This design comes from an exercise in tuning for small area, a short achievable clock period and few clock cycles per item on the open sky130 flow, not from production work.
In this exercise RTL edits were held to simulation tests only and were not proved equivalent to the original.
Power is estimated from default activity; no workload was simulated.

v6:
==> module bso_core, before the edit <==
module bso_core #(
    parameter W = 64
) (
    input  wire         clk,
    input  wire         rst,           
    input  wire         req_valid,
    input  wire [39:0]  cmd,
    input  wire [W-1:0] a,
    input  wire [W-1:0] b,
    output reg          rsp_valid,
    output wire [W-1:0] rset,
    output wire [15:0]  rcnt,
    output reg          rflag,
    output reg  [1:0]   err
);
    localparam NP = 16;                
    localparam [1:0] ERR_OK = 2'd0, ERR_EMPTY_SET = 2'd1,
                     ERR_INVALID_RANGE = 2'd2, ERR_ILLEGAL_OP = 2'd3;
    wire [5:0]  opc = cmd[5:0];
    wire [1:0]  rsv = cmd[7:6];
    wire [15:0] n1  = cmd[23:8];
    wire [15:0] n2  = cmd[39:24];
    wire go = req_valid & ~rst;
    localparam [3:0] F_AND = 4'b1000, F_OR = 4'b1110, F_XOR = 4'b0110,
                     F_NOTX = 4'b0011, F_CLR = 4'b0100, F_X = 4'b1100,
                     F_BNX = 4'b0010;
    reg [3:0] f;
    reg       rot_r, rot_l, mk_shl, mk_shr, mk_ext, shift_op, test_op;
    reg       c_clz, c_ctz, c_card, c_min, c_max;
    reg       legal;
    always @(*) begin
        f = 4'b0000;
        rot_r = 1'b0; rot_l = 1'b0; mk_shl = 1'b0; mk_shr = 1'b0; mk_ext = 1'b0;
        shift_op = 1'b0; test_op = 1'b0;
        c_clz = 1'b0; c_ctz = 1'b0; c_card = 1'b0; c_min = 1'b0; c_max = 1'b0;
        legal = 1'b1;
        case (opc)
            6'h00, 6'h21:                 f = F_AND;
            6'h01, 6'h09, 6'h20, 6'h30:   f = F_OR;
            6'h02, 6'h0A, 6'h23, 6'h31:   f = F_XOR;
            6'h03, 6'h24:                 f = F_NOTX;
            6'h08, 6'h22, 6'h2F:          f = F_CLR;
            6'h04: begin f = F_X;   rot_l = 1'b1; mk_shl = 1'b1; shift_op = 1'b1; end
            6'h2B: begin f = F_OR;  rot_l = 1'b1; mk_shl = 1'b1; shift_op = 1'b1; end
            6'h05: begin f = F_X;   rot_r = 1'b1; mk_shr = 1'b1; shift_op = 1'b1; end
            6'h2C: begin f = F_AND; rot_r = 1'b1; mk_shr = 1'b1; shift_op = 1'b1; end
            6'h06: begin f = F_X;   rot_l = 1'b1; end
            6'h2D: begin f = F_CLR; rot_l = 1'b1; end
            6'h07: begin f = F_X;   rot_r = 1'b1; end
            6'h2E: begin f = F_XOR; rot_r = 1'b1; end
            6'h0B, 6'h32: begin f = F_X; rot_r = 1'b1; mk_ext = 1'b1; end
            6'h0C, 6'h33: c_clz = 1'b1;
            6'h0D, 6'h34: c_ctz = 1'b1;
            6'h27: c_card = 1'b1;
            6'h29: c_min = 1'b1;
            6'h2A: c_max = 1'b1;
            6'h25: begin f = F_CLR; test_op = 1'b1; end
            6'h26: begin f = F_BNX; test_op = 1'b1; end
            6'h28: begin f = F_X;   test_op = 1'b1; end
            default: legal = 1'b0;
        endcase
        if (rsv != 2'b00) legal = 1'b0;
    end
    wire n1big = |n1[15:6];                                
    wire nbig  = (|n1[15:7]) | (|n2[15:7]);                
    wire [3:0] f_ok = f & {4{legal}};
    wire [3:0] lut1 = (shift_op & n1big) ? {f_ok[1:0], f_ok[1:0]} : f_ok;
    wire [5:0] n1lo = n1[5:0];
    wire [5:0] ramt = rot_r ? n1lo : rot_l ? (6'd0 - n1lo) : 6'd0;
    wire [5:0] lo1  = mk_shl ? n1lo : 6'd0;
    wire [6:0] hi1  = mk_shr ? (7'd64 - {1'b0, n1lo}) :
                      mk_ext ? n2[6:0] : 7'd64;          
    reg          v1_q;
    reg [W-1:0]  a_q, b_q;
    reg [5:0]    rs_q, rsn_q;              
    reg [5:0]    lo_q;
    reg [6:0]    hi_q;
    reg [3:0]    lut_q;
    reg          ext_q, big_q, n1b6_q, ill_q, test1_q;
    reg          card1_q, clz_q, ctz_q, min_q, max_q;
    always @(posedge clk) begin
        v1_q    <= go;
        a_q     <= a;
        b_q     <= b;
        rs_q    <= ramt;
        rsn_q   <= ~ramt;
        lo_q    <= lo1;
        hi_q    <= hi1;
        lut_q   <= lut1;
        ext_q   <= legal & mk_ext;
        big_q   <= nbig;
        n1b6_q  <= n1[6];
        ill_q   <= ~legal;
        test1_q <= legal & test_op;
        card1_q <= legal & c_card;
        clz_q   <= legal & c_clz;
        ctz_q   <= legal & c_ctz;
        min_q   <= legal & c_min;
        max_q   <= legal & c_max;
    end
    wire [7:0] rsum = {1'b0, n1b6_q, rs_q} + {1'b0, hi_q};
    wire bad_q = ext_q & (big_q | rsum[7] | (rsum[6] & (|rsum[5:0])));
    wire [W-1:0] rb [0:6];
    assign rb[0] = a_q;
    genvar j;
    generate
        for (j = 0; j < 6; j = j + 1) begin : g_rb
            rot_stage #(.SH(1 << j), .INV(1)) st (
                .d(rb[j]), .s(rs_q[j]), .sn(rsn_q[j]), .q(rb[j+1]));
        end
    endgenerate
    wire [W-1:0] x = rb[6];                
    wire [W-1:0] rn2;
    mask_lut ml (.x(x), .b(b_q), .lo(lo_q), .hi(hi_q), .lut(~(lut_q & {4{~bad_q}})), .r(rn2));
    wire [5:0] fl_lo, fl_hi;
    wire       nonempty;
    first_last fl (.v(a_q), .lo(fl_lo), .hi(fl_hi), .nonempty(nonempty));
    wire [6:0] clz = nonempty ? {1'b0, ~fl_hi} : 7'd64;
    wire [6:0] ctz = nonempty ? {1'b0, fl_lo}  : 7'd64;
    wire [6:0] cv2 = ({7{clz_q}} & clz)
                   | ({7{ctz_q}} & ctz)
                   | ({7{min_q & nonempty}} & {1'b0, fl_lo})
                   | ({7{max_q & nonempty}} & {1'b0, fl_hi});
    wire empty = (min_q | max_q) & ~nonempty;
    wire [NP-1:0] pc2;
    popcount_a pca (.v(a_q), .p(pc2));
    reg          v2_q;
    reg [W-1:0]  rn_q;
    reg [6:0]    cv_q;
    reg [NP-1:0] pc_q;
    reg          card_q, test_q;
    reg [1:0]    err2_q;
    always @(posedge clk) begin
        v2_q   <= v1_q & ~rst;               
        rn_q   <= rn2;
        cv_q   <= cv2;
        pc_q   <= pc2;
        card_q <= card1_q;
        test_q <= test1_q;
        err2_q <= ill_q ? ERR_ILLEGAL_OP : bad_q ? ERR_INVALID_RANGE :
                  empty ? ERR_EMPTY_SET : ERR_OK;
    end
    wire g3 = v2_q & ~rst;                   
    wire [6:0] card;
    popcount_b pcb (.p(pc_q), .card(card));
    wire [W-1:0] rset_d  = ~(rn_q | {W{~(g3 & ~test_q)}});
    wire         rflag_d = g3 & test_q & (&rn_q);
    wire [6:0]   rcnt_d  = {7{g3}} & (card_q ? card : cv_q);
    wire [1:0]   err_d   = {2{g3}} & err2_q;
    reg [W-1:0] rset_q;
    reg [6:0]   rcnt_q;
    always @(posedge clk) begin
        rsp_valid <= g3;
        rset_q    <= rset_d;
        rcnt_q    <= rcnt_d;
        rflag     <= rflag_d;
        err       <= err_d;
    end
    assign rset = rset_q;
    assign rcnt = {9'd0, rcnt_q};
endmodule
export LEC_CHECK = 0
export CAP_MARGIN = 20
export CORE_MARGIN = 2
export CORE_UTILIZATION = 50
export CTS_CLUSTER_DIAMETER = 100
export CTS_CLUSTER_SIZE = 30
export PLACE_DENSITY = 0.6
export SLEW_MARGIN = 20
create_clock -name core_clock -period 12.0 [get_ports {clk}]
standard.sh (not shown) runs the stock make flow with config.mk's settings and CLKGATE_MAP_FILE= SYNTH_SCRIPT=/design/flow/synth_recipe.tcl, a recipe that flattens the netlist after the stock synthesis.
==> flow/flow/run.sh <==
#!/bin/bash
# Standard layout, with plain buffers (sky130_fd_sc_hd__buf_1) on the ports
# instead of the delay buffers buffer_ports picks by default, and timing
# repair aimed at a 3.4 ns period (setup margin 8.6 ns on the 12 ns clock).
set -euo pipefail
export BUFFER_PORTS_ARGS="-buffer_cell sky130_fd_sc_hd__buf_1"
export SETUP_SLACK_MARGIN=8.6
bash standard.sh > standard.log 2>&1
Testbench counts of v6, summed over its fixed seeds: cycles 64,032, items 64,000.
Inputs modified between v6 and v7:
--- a/flow/design.v
+++ b/flow/design.v
@@ -319,9 +319,9 @@
         end
     endgenerate
     wire [W-1:0] x = rb[6];                
     wire [W-1:0] rn2;
-    mask_lut ml (.x(x), .b(b_q), .lo(lo_q), .hi(hi_q), .lut(~(lut_q & {4{~bad_q}})), .r(rn2));
+    mask_lut ml (.x(x), .b(b_q), .lo(lo_q), .hi(hi_q), .lut(~lut_q), .r(rn2));
     wire [5:0] fl_lo, fl_hi;
     wire       nonempty;
     first_last fl (.v(a_q), .lo(fl_lo), .hi(fl_hi), .nonempty(nonempty));
     wire [6:0] clz = nonempty ? {1'b0, ~fl_hi} : 7'd64;
@@ -351,9 +351,9 @@
     end
     wire g3 = v2_q & ~rst;                   
     wire [6:0] card;
     popcount_b pcb (.p(pc_q), .card(card));
-    wire [W-1:0] rset_d  = ~(rn_q | {W{~(g3 & ~test_q)}});
+    wire [W-1:0] rset_d  = ~(rn_q | {W{~(g3 & ~test_q & ~err2_q[1])}});
     wire         rflag_d = g3 & test_q & (&rn_q);
     wire [6:0]   rcnt_d  = {7{g3}} & (card_q ? card : cv_q);
     wire [1:0]   err_d   = {2{g3}} & err2_q;
     reg [W-1:0] rset_q;
Results
Taking v6 as the reference point, the sequential fraction of design power of v7 rises by 1.0 points.
In the reports for v6 and v7, the larger number of buffers inserted by post-CTS setup repair belongs to v6.
v7 against v6: clock skew held steady; design area went down; total vias in the final route increased by about 0.64% relative to the old numbers; total power draw now sits lower; internal portion of total power saw a decrease.
Final worst hold slack is higher on v7
Going from v6 to v7, met2 wirelength from detailed routing shrank by more than 10%.
v7 vs v6, global-route wire length before repair went up by 2.4%.
v6 and v7 ended up with nearly the same die height.
| area after synthesis | v7 vs v6 | 100 um^2 higher |
Proportion of power drawn by the clock network in v7 is 0.7 points higher than in v6
Testbench counts of v7, summed over its fixed seeds: cycles 64,032, items 64,000.

-- what the ideal ports hide --
In the flow no input, the clock included, has a driving cell. The finished layouts below were timed again as built, in two steps.
Step 1 assumes that a clkbuf_16 drives the clock port and a buf_2 every other input.
Step 2 moves the port delays by t, midway between the first and last clock arrival at a register: inputs arrive t later, outputs are due t later. That takes back most of the time a late clock gives input paths.
a / b / c = no drivers / after step 1 / after step 2; a / b = the first two.
| run | t (ns) | setup WS [ns] | latest minus earliest clock arrival (ns) |
|---|---|---|---|
| v6 | 0.574 | 8.621 / 8.564 / 8.111 | 0.020 / 0.020 |
| v7 | 0.572 | 8.620 / 8.572 / 8.106 | 0.021 / 0.021 |
After both steps setup and hold are still met in every run listed. The setup slack of v7, which loses most, moves by -0.048 ns with the drivers and by -0.514 ns with both steps.
